What follows belongs to an exercise in optimizing a design on an open flow for small area, a short achievable clock period and few clock cycles per item; a production flow would make more cautious choices.
At most, simulation tests tie the RTL to the original design; equivalence was not proved.
Only the layout flow was run in run 2; the RTL was not checked for function there.
Power is estimated from default activity; no workload was simulated.

## flow/design.v

```verilog
module pfor_unpack (
    input  wire        clk,
    input  wire        rst,           
    input  wire        cmd_valid,
    output wire        cmd_ready,
    input  wire [5:0]  cmd_b,         
    input  wire [7:0]  cmd_cexcept,   
    input  wire        cmd_delta,     
    input  wire        cmd_restart,   
    input  wire        w_valid,
    output wire        w_ready,
    input  wire [31:0] w_data,
    input  wire        x_valid,
    output wire        x_ready,
    input  wire [6:0]  x_pos,
    input  wire [31:0] x_res,
    output wire        o_valid,
    input  wire        o_ready,
    output wire [31:0] o_data
);
    localparam S_CMD = 1'b0;
    localparam S_RUN = 1'b1;
    reg         state;
    reg  [5:0]  b_q;
    reg  [7:0]  xleft;         
    reg         delta_q;
    reg  [31:0] acc;           
    reg  [6:0]  idx;           
    reg  [63:0] lane_buf [0:3];
    reg  [6:0]  lane_avail [0:3];
    reg         out_valid_q;
    reg  [31:0] out_data_q;
    wire [1:0]  lane      = idx[1:0];
    wire [63:0] buf_now   = lane_buf[lane];
    wire [6:0]  avail_now = lane_avail[lane];
    wire        need_word = avail_now < {1'b0, b_q};
    wire        need_x    = (xleft != 8'd0);
    wire        exc_hit   = need_x && (x_pos == idx);
    wire        out_free  = !out_valid_q || o_ready;
    wire        go        = (state == S_RUN) && out_free
                          && (!need_word || w_valid) && (!need_x || x_valid);
    wire [63:0] combined  = need_word ? (buf_now | ({32'd0, w_data} << avail_now)) : buf_now;
    wire [31:0] mask_b    = (b_q >= 6'd32) ? 32'hFFFFFFFF : ((32'd1 << b_q) - 32'd1);
    wire [31:0] raw       = combined[31:0] & mask_b;
    wire [31:0] patched   = exc_hit ? (raw | (x_res << b_q)) : raw;
    wire [31:0] value     = delta_q ? (acc + patched) : patched;
    assign cmd_ready = (state == S_CMD);
    assign w_ready   = go && need_word;
    assign x_ready   = go && exc_hit;
    assign o_valid   = out_valid_q;
    assign o_data    = out_data_q;
    integer i;
    always @(posedge clk) begin
        if (rst) begin
            state       <= S_CMD;
            b_q         <= 6'd0;
            xleft       <= 8'd0;
            delta_q     <= 1'b0;
            acc         <= 32'd0;
            idx         <= 7'd0;
            out_valid_q <= 1'b0;
            out_data_q  <= 32'd0;
            for (i = 0; i < 4; i = i + 1) begin
                lane_buf[i]   <= 64'd0;
                lane_avail[i] <= 7'd0;
            end
        end else begin
            if (o_ready)
                out_valid_q <= 1'b0;
            case (state)
            S_CMD: if (cmd_valid) begin
                b_q     <= cmd_b;
                xleft   <= cmd_cexcept;
                delta_q <= cmd_delta;
                if (cmd_restart)
                    acc <= 32'd0;
                idx     <= 7'd0;
                for (i = 0; i < 4; i = i + 1) begin
                    lane_buf[i]   <= 64'd0;
                    lane_avail[i] <= 7'd0;
                end
                state   <= S_RUN;
            end
            S_RUN: if (go) begin
                out_valid_q      <= 1'b1;
                out_data_q       <= value;
                if (delta_q)
                    acc <= value;
                lane_buf[lane]   <= combined >> b_q;
                lane_avail[lane] <= avail_now + (need_word ? 7'd32 : 7'd0) - {1'b0, b_q};
                if (exc_hit)
                    xleft <= xleft - 8'd1;
                idx <= idx + 7'd1;
                if (idx == 7'd127)
                    state <= S_CMD;
            end
            endcase
        end
    end
endmodule
```

## flow/run.sh

```bash
#!/bin/bash
# synth_recipe.tcl (not shown) runs the flow's synth.tcl, then flattens the netlist and writes it again
# the make line also repeats each setting of config.mk as NAME=value (left out here)
make -C /OpenROAD-flow-scripts/flow DESIGN_CONFIG=/design/flow/config.mk WORK_HOME=/design/flow/orfs CLKGATE_MAP_FILE= SYNTH_SCRIPT=/design/flow/synth_recipe.tcl finish
```

## flow/config.mk

```make
export PLATFORM = sky130hd
export DESIGN_NAME = pfor_unpack
export DESIGN_NICKNAME = pfor_unpack
export VERILOG_FILES = /design/flow/design.v
export SDC_FILE = /design/flow/constraint.sdc
export NUM_CORES = 4
export LEC_CHECK = 0
export CAP_MARGIN = 20
export CORE_MARGIN = 2
export CORE_UTILIZATION = 40
export PLACE_DENSITY = 0.6
export SLEW_MARGIN = 20
```

## flow/constraint.sdc

```tcl
create_clock -name core_clock -period 10.0 [get_ports {clk}]
set_input_delay 2.0000 -clock core_clock [delete_from_list [all_inputs] [get_ports {clk}]]
set_output_delay 2.0000 -clock core_clock [all_outputs]
set_load 0.01 [all_outputs]
```

==> results of run 1 <==
## report_power, final
| part | total, uW | internal (uW) | leakage [uW] | switching [uW] |
|---|---|---|---|---|
| logic | 3070 | 897 | 0.00718 | 2170 |
| registers | 1830 | 1770 | 0.00382 | 58.4 |
| clock network | 1540 | 870 | 0.000652 | 671 |
| total | 6440 | 3540 | 0.0117 | 2900 |
## cells in the mapped netlist (all sizes together), types with 42 or more instances
master	n	area [um2]
nor2	448	1680
nand2	292	1100
edfxtp	284	8530
a21oi	188	945
clkbuf	160	602
mux2i	136	1400
mux4	121	2730
o21ai	105	529
nor3	103	531
dfxtp	90	1800
a22oi	82	616
buf	81	399
a211oi	79	608
nand3	64	320
o22ai	59	369
ha	49	613
a31oi	46	288
inv	42	158
## final cells by class
class	count	share of cell area (%)
inverter	45	0.518
clock buffer	46	3.20
multi-input combinational	2449	53.7
sequential	374	31.8
clock inverter	30	0.955
timing repair buffer	220	6.18
antenna	3	0.0230
tap	950	3.64
## flip-flops by register name (all words and copies together) (netlist names), named ones only
name         flops
lane_avail      28
acc             32
out_valid_q      1
state            1
b_q              6
delta_q          1
out_data_q      32
idx              7
xleft            8
lane_buf       256
## path summary, 6_finish.rpt
kind	end	slack, ns	depth (start not counted)
max	acc[31]$_SDFFE_PP0P_	2.28	19
min	out_data_q[7]$_SDFFE_PP0P_	0.47	2
min reg2reg	out_data_q[7]$_SDFFE_PP0P_	0.47	2
max reg2reg	acc[31]$_SDFFE_PP0P_	2.28	19
## worst max-delay path: stages (launching register included)
cell,delay [ns]
dfxtp_4,0.44
buf_4,0.49
mux4_2,0.75
buf_4,0.50
mux2i_2,0.80
o221ai_1,0.72
a31oi_1,0.55
o21ai_0,0.20
ha_1,0.36
o21a_1,0.12
o21ai_0,0.15
nor2_1,0.16
a22oi_1,0.16
o21ai_0,0.40
a21oi_1,0.16
o211ai_1,0.29
nand2_1,0.13
o311ai_0,0.71
nor4_1,0.10
a221o_1,0.29
## metrics by stage
stage	power [uW]	util [%]	cell area [um2]	hold WS, ns	setup slack (ns)
finish	6440	45.5	32600	0.470	2.28
global route	6590	45.5	32600	0.488	1.82
CTS	6310	45.5	32600	0.471	2.35
detailed placement	4770	43.6	31200	0.463	2.07
global placement	4790	43.6	31200	0.446	2.30
floorplan	3530	-	28900	0.460	3.09
## cell families after synthesis
kind of cell / share of synthesized area (%)
AO/OA/AOI/OAI: 23.3
XOR/XNOR: 1.42
adder cells (fa/ha/maj): 2.47
buffers and inverters: 4.04
flip-flops: 35.7
multiplexers: 15.8
AND/OR/NAND/NOR: 17.3
## per-layer routing
metal / wire (um) / GRT usage, % / up-vias
met1: 60600 / 53.1 / 14500
met4: 6790 / 15.5 / 2
met5: 175 / 1.67 / -
met3: 16100 / 10.3 / 324
li1: - / - / 12200
met2: 62000 / 56.2 / 1909
==> results.ini, run 1 <==
[power]
ir_drop_mv = 0.138
power_density_nw_per_um2 = 198
leakage_uw = 0.0117

[cells_and_area]
instances_no_fill = 4117
drive_gt1_share_pct = 13.1
final_nets = 3278
multiInputGateArea_um2 = 17500
nFillCells = 7032
regArea_um2 = 10400
area_growth_pct = 12.7
final_common_cell = nor2_1
final_cell_mix = nor2_1, nand2_1, edfxtp_1

[global_routing]
antenna_found_initial = 4
grt_pass1_wl_um = 204000
grt_overflow = 0
grt_max_degree = 79
grt.total_usage_pct = 38.2
grt_pass1_vias = 27300

[detailed_routing]
wl_per_cell_um = 35.4
ant_nets = 0
drt-initial-drc-count = 4419
dr.pass1.iters = 6
routed_wl_um = 146000
drc = 0
vias = 28900
vias_per_cell = 7.01

[placed_design]
place_inst = 4037
dp_hpwl_um = 110000
gp_routability_congestion = 1.02
port-buffer-count = 128

[die]
core_area_um2 = 71600
start_util_pct = 40.4
fp-row-count = 98
ios = 129
die_y_um = 273
die_w_um = 273
dieArea_um2 = 74500

[setup_path]
crit_type = flip-flop to flip-flop
path_max_fanout = 29
startpoint_type = flip-flop
worstPathRequired_ns = 10.48
end_kind = flip-flop
cp_data_arrival_time_ns = 8.20

[clock_tree]
cts_hold_buf = 0
htreeDepth = 2
clk-insertion-delay-late_ns = 0.60
cts_buffers = 41
cts_resized = 0
clk_pin_slew_worst_paths_ns = 0.06
cts.path.max_buffers = 3
post_cts_buffers = 0
clock-sinks = 374
cts_tree = yes
cts_root_buf = clkbuf_16

[timing]
report.final.slew_viol_count = 0
setup_viol = 0
clock_skew_ns = 0.0287
rsz0062_at_grt = false
max_slew_margin_pct = 17.9
final.min_clock_period_ns = 7.72
period_share_pct = 77.2
setup_tns_ns = 0
timing.fmax_mhz = 129
tightest_slew_ns = 1.23
hold_viol = 0

[logic_synthesis]
synthArstFlopShare_pct = 0
yosys_warnings = 1
ys_seq_elements = 374
synth_cells = 3109
seq_area_frac_synth_pct = 35.7
synth_edf_count = 284
yosysUniqueCellTypes = 105
synth_nets = 3256
ys.flop_type = edfxtp_1
avgSynthCellArea_um2 = 9.31
syn_area_um2 = 28900

[job]
max_cap_violations = 0

[status]
status = complete, no violations

[min_path]
min_from = out_data_q[7]$_SDFFE_PP0P_
hp-class = flip-flop to flip-flop

Testbench counts, summed over its fixed seeds: cycles 49,544, items 384.
==> inputs of run 2 (changes only) <==
==> flow/design.v (replaced) <==
module pfor_unpack (
    input  wire        clk,
    input  wire        rst,           
    input  wire        cmd_valid,
    output wire        cmd_ready,
    input  wire [5:0]  cmd_b,         
    input  wire [7:0]  cmd_cexcept,   
    input  wire        cmd_delta,     
    input  wire        cmd_restart,   
    input  wire        w_valid,
    output wire        w_ready,
    input  wire [31:0] w_data,
    input  wire        x_valid,
    output wire        x_ready,
    input  wire [6:0]  x_pos,
    input  wire [31:0] x_res,
    output wire        o_valid,
    input  wire        o_ready,
    output wire [31:0] o_data
);
    reg  [31:0] wd;              
    reg         wf;
    reg  [31:0] xr;              
    reg  [6:0]  xp;
    reg         xf;
    reg         act;             
    reg  [5:0]  bq;
    reg  [7:0]  xl;              
    reg         xnz;             
    reg         dq;
    reg         rq;              
    reg         pz;              
    reg  [6:0]  idx;
    reg  [5:0]  off;             
    reg         nw;              
    reg  [31:0] r0, r1, r2, r3;  
    reg  [31:0] u;
    reg         uv, ud, ur;
    reg  [31:0] acc;             
    reg  [31:0] out;
    reg         ov;
    reg  [31:0] sk;              
    reg         sv;
    wire        hit   = xnz & xf & (xp == idx);
    wire        fa    = act & (!nw | wf) & (!xnz | xf) & (!uv | !sv);
    wire [63:0] cat   = {wd, r0} >> off;
    wire [31:0] mask  = bq[5] ? 32'hFFFFFFFF : ~(32'hFFFFFFFF << bq[4:0]);
    wire [31:0] patch = hit ? (xr << bq[4:0]) : 32'd0;
    wire [31:0] uval  = (cat[31:0] & mask) | patch;
    wire [6:0]  s     = {1'b0, off} + {1'b0, bq};            
    wire        s_gt  = (s > 7'd32);
    wire [5:0]  off_n = s_gt ? (s[5:0] - 6'd32) : s[5:0];
    wire [6:0]  s2    = {1'b0, off_n} + {1'b0, bq};
    wire        nw_n  = (s2 > 7'd32);
    wire        fb    = uv & !sv;
    wire [31:0] base  = ur ? 32'd0 : acc;
    wire [31:0] sum   = base + u;
    wire [31:0] v     = ud ? sum : u;
    wire        ofree = !ov | o_ready;
    assign cmd_ready = !act;
    assign w_ready   = !wf | (fa & nw);
    assign x_ready   = !xf | (fa & hit);
    assign o_valid   = ov;
    assign o_data    = out;
    always @(posedge clk) begin
        if (w_valid & w_ready) wd <= w_data;
        if (x_valid & x_ready) begin
            xr <= x_res;
            xp <= x_pos;
        end
        if (cmd_valid & cmd_ready) begin
            bq  <= cmd_b;
            xl  <= cmd_cexcept;
            xnz <= (cmd_cexcept != 8'd0);
            dq  <= cmd_delta;
            idx <= 7'd0;
            off <= 6'd32;
            nw  <= (cmd_b != 6'd0);
        end else if (fa) begin
            idx <= idx + 7'd1;
            if (hit) begin
                xl  <= xl - 8'd1;
                xnz <= (xl != 8'd1);
            end
            if (idx[1:0] == 2'd3) begin
                off <= off_n;
                nw  <= nw_n;
            end
        end
        if (fa) begin
            r0 <= r1;
            r1 <= r2;
            r2 <= r3;
            r3 <= nw ? wd : r0;
            u  <= uval;
            ud <= dq;
            ur <= rq;
        end
        if (fb) begin
            if (ud)      acc <= sum;
            else if (ur) acc <= 32'd0;
        end
        if (ofree) begin
            if (sv) out <= sk;
            else if (fb) out <= v;
        end else if (fb) begin
            sk <= v;
        end
        if (rst) begin
            wf  <= 1'b0;
            xf  <= 1'b0;
            act <= 1'b0;
            pz  <= 1'b1;
            uv  <= 1'b0;
            ov  <= 1'b0;
            sv  <= 1'b0;
        end else begin
            if (w_valid & w_ready) wf <= 1'b1;
            else if (fa & nw)      wf <= 1'b0;
            if (x_valid & x_ready) xf <= 1'b1;
            else if (fa & hit)     xf <= 1'b0;
            if (cmd_valid & cmd_ready) begin
                act <= 1'b1;
                rq  <= cmd_restart | pz;
                pz  <= 1'b0;
            end else if (fa) begin
                rq  <= 1'b0;
                if (idx == 7'd127) act <= 1'b0;
            end
            if (fa)      uv <= 1'b1;
            else if (fb) uv <= 1'b0;
            if (ofree) begin
                ov <= sv | fb;
                sv <= 1'b0;
            end else if (fb) begin
                sv <= 1'b1;
            end
        end
    end
endmodule
==> run 2 against run 1 <==
Effect of this change: still clean on timing, DRC and antenna; final area shrank 25%; register-to-register slack gained 3.8 ns; core utilization up 0.20 points; global-route usage shrank 19 points; critical endpoint is now w_ready; largest power group is now sequential cells.
==> results.ini, run 2 <==
[placed_design]
pre_cts_slack_ns = 5.12  ; was 2.07 ns
dp_hpwl_um = 38800  ; was 110000 um
gp_routability_congestion = 0.902  ; was 1.02
dpl_cell_area_um2 = 23200  ; was 31200 um2
port-buffer-count = 128  ; unchanged

[logic_synthesis]
yosysTopAreaCell = edfxtp_1  ; unchanged
avgSynthCellArea_um2 = 11.7  ; was 9.31 um2
synthMuxAreaShare_pct = 17.5  ; was 15.8%
synth_xor_area_share_pct = 2.19  ; was 1.42%
syn_area_um2 = 21600  ; was 28900 um2
synth_top_family_by_area = multiplexers  ; was compound AO/OA/AOI/OAI gates
synth.most_common_cell = edfxtp_1  ; was nor2_1
ys.flop_type = edfxtp_1  ; unchanged
yosysUniqueCellTypes = 79  ; was 105
synth_common_cells = edfxtp_1, nand2_1, o21ai_0, a21oi_1, nor2_1  ; was nor2_1, nand2_1, edfxtp_1, a21oi_1, clkbuf_1
synth_top_area_share_pct = 48.3  ; was 29.5%
synth_area_leaders = edfxtp_1, mux4_2, mux2_2, mux2i_1, nand2_1  ; was edfxtp_1, mux4_2, dfxtp_1, nor2_1, mux2i_1
synth_compound_area_share_pct = 13.2  ; was 23.3%
synth_edf_count = 347  ; was 284
synth_adder_area_share_pct = 2.95  ; was 2.47%
seq_area_frac_synth_pct = 50.2  ; was 35.7%
synth_nets = 1981  ; was 3256
synthArstFlopShare_pct = 0  ; unchanged
yosys_warnings = 1  ; unchanged
synth-simple-area-share_pct = 9.73  ; was 17.3%
ys_seq_elements = 367  ; was 374
synth_cells = 1839  ; was 3109

[cells_and_area]
nFillCells = 4974  ; was 7032
final_cell_mix = edfxtp_1, nand2_1, o21ai_0  ; was nor2_1, nand2_1, edfxtp_1
final_nets = 2051  ; was 3278
area_growth_pct = 13.7  ; was 12.7%
final_common_cell = edfxtp_1  ; was nor2_1
drive_gt1_share_pct = 14.8  ; was 13.1%
fin_util_pct = 45.7  ; was 45.5%
num_antenna_cells = 0  ; was 3
fin_area_um2 = 24500  ; was 32600 um2

[clock_tree]
htreeDepth = 2  ; unchanged
cts_root_buf = clkbuf_16  ; unchanged
clk-insertion-delay-late_ns = 0.57  ; was 0.60 ns
cts_buffers = 41  ; unchanged
clock-sinks = 367  ; was 374
cts_resized = 0  ; unchanged
clk_pin_slew_worst_paths_ns = 0.05  ; was 0.06 ns
cts_hold_buf = 0  ; unchanged
cts.path.max_buffers = 3  ; unchanged
cts_tree = yes  ; unchanged
post_cts_buffers = 0  ; unchanged

[setup_path]
worstPathRequired_ns = 8.00  ; was 10.48 ns
slowest_stage = dfxtp_1  ; was mux2i_2
path_cells = nand2_1 -> nand2b_1 -> inv_6 -> a21boi_0 -> inv_1 -> clkdlybuf4s50_1  ; was buf_4 -> mux4_2 -> buf_4 -> mux2i_2 -> o221ai_1 -> a31oi_1 -> o21ai_0 -> ha_1 -> o21a_1 -> o21ai_0 -> nor2_1 -> a22oi_1 -> o21ai_0 -> a21oi_1 -> o211ai_1 -> nand2_1 -> o311ai_0 -> nor4_1 -> a221o_1
crit_type = flip-flop to output pin  ; was flip-flop to flip-flop
rrSetupSlack_ns = 6.03  ; was 2.28 ns
path_max_fanout = 85  ; was 29
cp_data_arrival_time_ns = 3.44  ; was 8.20 ns
crit_family = buffers and inverters  ; was compound AO/OA/AOI/OAI gates
end_kind = output pin  ; was flip-flop
startpoint_type = flip-flop  ; unchanged
critPathMaxStageDelay_ns = 0.79  ; was 0.80 ns
crit_buf_inv = 3  ; was 2

[detailed_routing]
dr.pass1.iters = 5  ; was 6
ant_nets = 0  ; unchanged
drt-initial-drc-count = 1213  ; was 4419
vias = 14900  ; was 28900
vias_per_cell = 5.63  ; was 7.01
top_layer = met4  ; was met5
wirelength_met1_um = 24800  ; was 60600 um
wl_per_cell_um = 20.5  ; was 35.4 um
dr_wl_met2_um = 25800  ; was 62000 um
drc = 0  ; unchanged
met3RoutedLength_um = 2390  ; was 16100 um
routed_wl_um = 54200  ; was 146000 um

[global_routing]
grt_overflow = 0  ; unchanged
grt_max_degree = 86  ; was 79
grt_pass1_vias = 14500  ; was 27300
grt.total_usage_pct = 19.2  ; was 38.2%
antenna_found_initial = 0  ; was 4
grt_pass1_wl_um = 84100  ; was 204000 um

[timing]
final.min_clock_period_ns = 5.44  ; was 7.72 ns
hold_viol = 0  ; unchanged
report.final.slew_viol_count = 0  ; unchanged
fin_ws_ns = 4.56  ; was 2.28 ns
rsz0062_at_grt = false  ; unchanged
max_slew_margin_pct = 31.0  ; was 17.9%
period_share_pct = 54.4  ; was 77.2%
timing.fmax_mhz = 184  ; was 129 MHz
clock_skew_ns = 0.0297  ; was 0.0287 ns
setup_tns_ns = 0  ; unchanged
setup_viol = 0  ; unchanged
tightest_slew_ns = 1.04  ; was 1.23 ns

[die]
fp-row-count = 85  ; was 98
dieArea_um2 = 55800  ; was 74500 um2
start_util_pct = 40.2  ; was 40.4%
die_w_um = 236  ; was 273 um
ios = 129  ; unchanged
core_area_um2 = 53600  ; was 71600 um2
die_y_um = 236  ; was 273 um

[status]
status = complete, no violations  ; unchanged

[power]
leakage_uw = 0.00866  ; was 0.0117 uW
power_density_nw_per_um2 = 147  ; was 198 nW/um2
ir_drop_mv = 0.119  ; was 0.138 mV
finalPower_uw = 3600  ; was 6440 uW

[job]
max_cap_violations = 0  ; unchanged

[min_path]
hp-class = flip-flop to flip-flop  ; unchanged

run 2: cell types whose count changed after synthesis, moves of 67 or more:
cell / delta
dfxtp_1: -70
clkbuf_1: -100
a22oi_1: -76
nor3_1: -83
nor2_1: -341
mux4_2: -67
nand2_1: -76
a21oi_1: -74
run 2: final timing paths:
check | start | end | cells after the start
max reg2reg | off[0]$_SDFFE_PP0P_ | nw$_DFFE_PP_ | 10
max | sv$_SDFFE_PP0P_ | w_ready | 6
min | r1[5]$_DFFE_PP_ | r0[5]$_DFFE_PP_ | 0
min reg2reg | r1[5]$_DFFE_PP_ | r0[5]$_DFFE_PP_ | 0
run 2: worst reg2reg max path, cell delays in order, from the launching register on:
cell,delay [ns]
dfxtp_4,0.93
inv_1,0.55
ha_1,0.51
nand3b_1,0.10
or4_1,0.52
o311ai_0,0.28
o21ai_0,0.18
nand2_1,0.09
ha_1,0.23
nor3_1,0.20
a211oi_1,0.12
run 2: where the power goes:
group	internal, uW	leakage [uW]	total [uW]	switching [uW]
logic	169	0.00469	376	207
registers	1730	0.00335	1770	34.3
clock network	833	0.000619	1460	624
run 2: kinds of logic after synthesis:
family | Yosys count
mux | 266
fa+ha+maj | 49
buf+inv | 181
flops | 367
simple gates | 467
compound gates | 456
xor+xnor | 53
run 2: metrics by stage:
step | std cells | hold WS, ns
5_1_grt | 2637 | 0.419
3_5_place_dp | 2561 | 0.405
2_1_floorplan | 1839 | 0.400
4_1_cts | 2636 | 0.412
6_report | 2637 | 0.416
3_3_place_gp | 2561 | 0.400
run 2: routing by layer:
| metal | global-route usage, % | vias up |
|---|---|---|
| li1 | - | 7088 |
| met1 | 26.7 | 7301 |
| met2 | 31.8 | 399 |
| met3 | 2.67 | 71 |
| met4 | 4.85 | 0 |
| met5 | 0 | - |
run 2: final cells by class:
type	count	area, um2	share of cell area, %
clock buffer	48	1070	4.38
clock inverter	27	239	0.975
inverter	60	231	0.944
multi-input combinational	1291	9820	40.1
sequential	367	10800	44.2
tap	696	871	3.55
timing repair buffer	148	1450	5.92

-- what the ideal ports hide --
How much do the figures lean on ideal ports? The routed layouts below were timed once more, with nothing changed but the port constraints.
Step 1: set_driving_cell puts a clkbuf_16 on clk and a buf_2 on each other input, an assumption about the parent block.
Step 2 moves the port delays by t, midway between the first and last clock arrival at a register: inputs arrive t later, outputs are due t later. That takes back most of the time a late clock gives input paths.
a / b / c = ideal / step 1 / step 2; a / b = the first two.
| run | t (ns) | slack for setup (ns) | worst hold slack (ns) | clock arrival spread, ns | cell pins on the clock port's net |
|---|---|---|---|---|---|
| run 1 | 0.657 | 2.276 / 2.276 / 1.888 | 0.470 / 0.470 / 0.470 | 0.029 / 0.029 | 1 |
| run 2 | 0.615 | 4.562 / 4.506 / 5.121 | 0.416 / 0.416 / 0.416 | 0.030 / 0.030 | 1 |
After both steps every run listed still meets setup and hold. For run 1, which loses most, drivers alone change the setup slack by 0.000 ns; drivers and shift together by -0.388 ns.
